This design comes from an exercise in tuning for small area, a short achievable clock period and few clock cycles per item on the open sky130 flow, not from production work.
The RTL was checked by simulation tests, not by an equivalence proof against the original design.

File: design/flow/constraint.sdc
create_clock -name core_clock -period 14.0 [get_ports {clk}]
set_input_delay 2.8000 -clock core_clock [delete_from_list [all_inputs] [get_ports {clk}]]
set_output_delay 2.8000 -clock core_clock [all_outputs]
set_load 0.01 [all_outputs]
File: design/flow/config.mk
export PLATFORM = sky130hd
export DESIGN_NAME = apt_env_filter
export DESIGN_NICKNAME = apt_env_filter
export VERILOG_FILES = /design/flow/design.v
export SDC_FILE = /design/flow/constraint.sdc
export NUM_CORES = 4
export LEC_CHECK = 0
export CAP_MARGIN = 20
export CORE_MARGIN = 2
export CORE_UTILIZATION = 40
export SLEW_MARGIN = 20
File: design/flow/run.sh
#!/bin/bash
# synth_recipe.tcl (not shown) runs the flow's synth.tcl, then flattens the netlist and writes it again
# the make line also repeats each setting of config.mk as NAME=value (left out here)
make -C /OpenROAD-flow-scripts/flow DESIGN_CONFIG=/design/flow/config.mk WORK_HOME=/design/flow/orfs CLKGATE_MAP_FILE= SYNTH_SCRIPT=/design/flow/synth_recipe.tcl finish
File: design/flow/design.v
module apt_env_filter (
    input  wire               clk,
    input  wire               rst,           
    input  wire               coef_we,
    input  wire        [5:0]  coef_addr,
    input  wire signed [15:0] coef_data,
    input  wire        [6:0]  cfg_taps,      
    input  wire               in_valid,
    output wire               in_ready,
    input  wire               in_first,
    input  wire               in_last,
    input  wire signed [15:0] in_sample,
    output reg                out_valid,
    output reg         [15:0] out_env
);
    localparam [1:0] S_IDLE  = 2'd0,
                     S_MAC   = 2'd1,
                     S_OUT   = 2'd2,
                     S_FLUSH = 2'd3;
    reg signed [15:0] coef [0:63];
    reg        [15:0] win  [0:63];       
    reg [1:0]  state;
    reg [5:0]  pos;                      
    reg [5:0]  flush_left;               
    reg        flushing;                 
    reg [6:0]  tap;
    reg signed [37:0] acc;
    wire [5:0] c_off = (cfg_taps - 7'd1) >> 1;    
    assign in_ready = (state == S_IDLE);
    wire accept = in_valid && in_ready;
    wire [15:0] r_new = in_sample[15] ? (~in_sample + 16'd1) : in_sample;
    integer k;
    always @(posedge clk) begin
        if (coef_we)
            coef[coef_addr] <= coef_data;
    end
    wire push_real = accept;
    wire push_zero = (state == S_FLUSH);
    always @(posedge clk) begin
        if (push_real || push_zero) begin
            for (k = 63; k > 0; k = k - 1)
                win[k] <= (push_real && in_first) ? 16'd0 : win[k - 1];
            win[0] <= push_real ? r_new : 16'd0;
        end
    end
    wire signed [16:0] w_s  = $signed({1'b0, win[tap[5:0]]});
    wire signed [32:0] prod = coef[tap[5:0]] * w_s;
    wire signed [23:0] q     = acc[37:14];
    wire        [15:0] e_val = q[23] ? 16'd0 : ((|q[22:16]) ? 16'hFFFF : q[15:0]);
    wire [5:0] pos_next = (push_real && in_first) ? 6'd0 :
                          ((pos == 6'd63) ? 6'd63 : pos + 6'd1);
    always @(posedge clk) begin
        if (rst) begin
            state     <= S_IDLE;
            pos       <= 6'd0;
            flushing  <= 1'b0;
            out_valid <= 1'b0;
            out_env   <= 16'd0;
        end else begin
            out_valid <= 1'b0;
            case (state)
                S_IDLE: begin
                    if (accept) begin
                        pos        <= pos_next;
                        flush_left <= c_off;
                        flushing   <= in_last;
                        if (pos_next >= c_off) begin
                            acc   <= 38'sd0;
                            tap   <= 7'd0;
                            state <= S_MAC;
                        end else if (in_last) begin
                            state <= (c_off == 6'd0) ? S_IDLE : S_FLUSH;
                        end
                    end
                end
                S_FLUSH: begin
                    pos        <= pos_next;
                    flush_left <= flush_left - 6'd1;
                    if (pos_next >= c_off) begin
                        acc   <= 38'sd0;
                        tap   <= 7'd0;
                        state <= S_MAC;
                    end else if (flush_left == 6'd1) begin
                        state    <= S_IDLE;
                        flushing <= 1'b0;
                    end
                end
                S_MAC: begin
                    acc <= acc + {{5{prod[32]}}, prod};
                    tap <= tap + 7'd1;
                    if (tap + 7'd1 == cfg_taps)
                        state <= S_OUT;
                end
                S_OUT: begin
                    out_valid <= 1'b1;
                    out_env   <= e_val;
                    if (flushing && flush_left != 6'd0) begin
                        state <= S_FLUSH;
                    end else begin
                        state    <= S_IDLE;
                        flushing <= 1'b0;
                    end
                end
                default: state <= S_IDLE;
            endcase
        end
    end
endmodule
==> impl_metrics.yaml <==
sta:
  final.setup.tns_ns: 0
  relSlewSlack_pct: 8.334
  finalCritPeriodShare_pct: 91.44
  finClkSkew_ns: 0.04415
  max_freq_ghz: 0.07812
  final_hold_viol_count: 0
  layout_min_cycle_time_ns: 12.80
  setup_viol: 0
  tightest_slew_ns: 1.375
  rsz0062_at_grt: "no"
  drv_slew: 0
  timing.hold.ws_ns: 0.5017
cts:
  cts_buffer_depth: 3
  clk_pin_slew_ns: 0.06
  cts_root_buf: "clkbuf_16"
  cts-buffers-inserted: 215
  cts_setup_buffers: 0
  cts_sinks: 2131
  cts_resized: 0
  cts-htree-levels: 4
  clk-insertion-delay-late_ns: 0.86
  ctsHoldBuffers: 0
  cts_tree: "yes"
placement:
  routabilityCongestion: 0.9416
  portBuffers: 68
  dpl.hpwl_um: 182600
yosys:
  ys_seq_area_share_pct: 64.89
  synth-edff-count: 2099
  synthArstFlopShare_pct: 0
  synth_nets: 6779
  synth_area_sq_um: 98120
  syn_inst: 6353
  ys_ff_latch: 2131
  ys.flop_type: "edfxtp_1"
  avgSynthCellArea_sq_um: 15.44
  ys.warnings.count: 2
  yosysUniqueCellTypes: 76
worst_setup_path:
  worst_setup_path_end_kind: "flop"
  cp.arrival_ns: 13.38
  crit_path_frequent_cell: "fa_1"
  critPathKind: "flop to flop"
  required_ns: 14.58
  critPathSlowestCell: "edfxtp_1"
  max_stage_delay_ns: 1.00
  crit_fanout: 20
  critPathLaunchType: "flop"
detailed_routing:
  via_per_inst: 5.899
  wire_per_inst_um: 29.52
  wl_um: 291900
  drcViolationCount: 0
  vias: 58350
  drtIter0Drc: 8650
  detail_route.first_pass.iterations: 6
  drtAntennaViolNets: 0
cells_and_area:
  num-nets-final: 6925
  drive_above_1_share_pct: 16.08
  syn_to_final_growth_pct: 12.52
  fill_cells: 21110
floorplan:
  core_sq_um: 243700
  die_w_um: 499.3
  initial_core_util_pct: 40.27
  rows: 181
  die_y_um: 499.3
  die-area_sq_um: 249300
  ios: 69
grt:
  grt_pass1_vias: 56690
  grt_max_degree: 333
  gr-usage-all-layers_pct: 22.96
  grt.overflow.total: 0
  grt_pass1_wl_um: 414400
  antenna_found_initial: 9
status:
  outcome: "timing/DRC/antenna clean"
hold_path:
  hold_path_class: "flop to flop"
flow_run:
  cap_violations: 0
==> layer usage <==
metal	GRT usage (%)	up-vias	share of wire, %
met5	0	-	0.0045
met4	8.224	2	4.2
met3	4.954	636	10
met2	35.11	3054	45
met1	32.39	30390	41
li1	-	24270	-
==> cell type report <==
class	count	area [sq um]	area share (%)
Multi-Input combinational cell	3599	32350	29.30
Clock buffer	265	5653	5.120
Timing Repair Buffer	272	2313	2.096
Inverter	280	1052	0.9532
Tap cell	3202	4006	3.629
Sequential cell	2131	63690	57.69
Clock inverter	134	1318	1.193
Antenna cell	7	17.52	0.01587
==> worst paths after layout <==
check,slack [ns],startpoint,endpoint,cells after the start
setup reg to reg,1.20,tap[2],acc[37],40
hold reg to reg,0.50,out_env[12],out_env[12],2
hold / removal,0.50,out_env[12],out_env[12],2
setup / recovery,1.20,tap[2],acc[37],40
==> cells in the final DEF (no fill, tap or decap), drive strengths merged, types with 10 or more instances in the layout <==
master,synthesis,layout
a21o,44,44
a21oi,92,92
a221oi,119,119
a222oi,11,11
a22o,115,115
a22oi,238,238
a31oi,12,12
and2,1053,1053
and3,11,11
buf,107,221
bufinv,0,21
clkbuf,236,265
clkdlybuf4s50,0,51
clkinv,0,100
dfxtp,32,32
edfxtp,2099,2099
fa,195,195
ha,180,180
inv,280,287
mux2,20,20
mux2i,64,64
mux4,323,323
nand2,125,125
nand2b,67,67
nand3,65,65
nand4,85,85
nor2,372,372
nor2b,31,31
nor3,32,32
nor4,25,25
o21a,13,13
o21ai,64,64
o21bai,10,10
o31ai,10,10
or2,50,50
xnor2,60,60
xor2,35,35
==> registers in the layout, indices dropped and copies added (netlist names), named ones only <==
| name | cells |
|---|---|
| acc | 38 |
| pos | 6 |
| out_env | 16 |
| win | 1024 |
| flush_left | 6 |
| flushing | 1 |
| state | 2 |
| tap | 7 |
| out_valid | 1 |
| coef | 1024 |
==> stage by stage <==
| stage | cell area [sq um] | worst slack [ns] | util (%) | instances |
|---|---|---|---|---|
| after floorplan | 98130 | 3.384 | - | 6353 |
| after CTS | 110300 | 1.533 | 45.27 | 9882 |
| after global placement | 103300 | 1.410 | 42.39 | 9482 |
| after detailed placement | 103300 | 1.546 | 42.41 | 9483 |
| final | 110400 | 1.198 | 45.30 | 9890 |
| after global routing | 110400 | 0.7517 | 45.30 | 9883 |
==> synthesized netlist by cell type (14+ instances only) <==
cell	n	area share, %
fa_1	195	4.0
dfxtp_1	32	0.65
a22oi_1	238	1.8
xnor2_1	60	0.54
clkbuf_1	236	0.90
nand2_1	122	0.47
or2_2	43	0.27
a21oi_1	92	0.47
o21ai_0	51	0.26
mux2i_1	62	0.63
nor2b_1	31	0.20
mux4_2	323	7.4
a21o_1	44	0.34
a221oi_1	119	1.1
nor4_1	25	0.16
nand4_1	85	0.54
mux2_2	20	0.23
xor2_1	35	0.31
and2_1	1053	6.7
buf_2	67	0.34
nand2b_1	67	0.43
buf_4	14	0.11
edfxtp_1	2099	64
buf_1	14	0.054
nand3_1	65	0.33
nor3_1	32	0.16
inv_1	276	1.1
ha_1	180	2.3
a22o_1	115	1.0
nor2_1	370	1.4
==> kinds of logic (layout without fill, tap and decap cells) <==
group / after synthesis / after routing / synth area share (%)
AO/OA/AOI/OAI: 774 / 774 / 5.974
XOR/XNOR: 95 / 95 / 0.8480
adder cells (fa/ha/maj): 375 / 375 / 6.274
buffers and inverters: 623 / 951 / 2.614
flip-flops: 2131 / 2131 / 64.89
multiplexers: 407 / 407 / 8.304
other: 0 / 7 / 0
AND/OR/NAND/NOR: 1948 / 1948 / 11.09
==> worst max-delay path: cells and delay by family, from the launching register on <==
family                     cells  cell delay [ns]
DFF                            1             1.00
and+or+nand+nor               11             3.29
adders and majority gates      8             3.78
muxes                          1             0.66
xor gates and xnor gates       3             0.45
buffers and inverters          6             0.97
AOI/OAI and AO/OA             11             2.33
Testbench counts, summed over its fixed seeds: cycles 462,545, items 10,689.

## re-timing with driven ports
No port has a modelled driver above. Below, the same layout with a new extraction and two added sets of constraints. Step 1, drivers: a clkbuf_16 drives clk and a buf_2 each remaining input, both assumed. Step 2 also shifts input and output timing later by t, the mid clock arrival at the registers, as if the neighbouring blocks saw the same clock. Slacks: ideal ports / drivers / drivers and shift; pairs: ideal ports / drivers.
t, ns: 0.929
slack for setup (ns): 1.198 / 1.198 / 1.198
slew at the worst register clock pin (ns): 0.07 / 0.07
pins driven straight from the clock port: 1
After both steps setup and hold are still met in this run. The setup slack of this run moves by 0.000 ns with the drivers and by 0.000 ns with both steps.
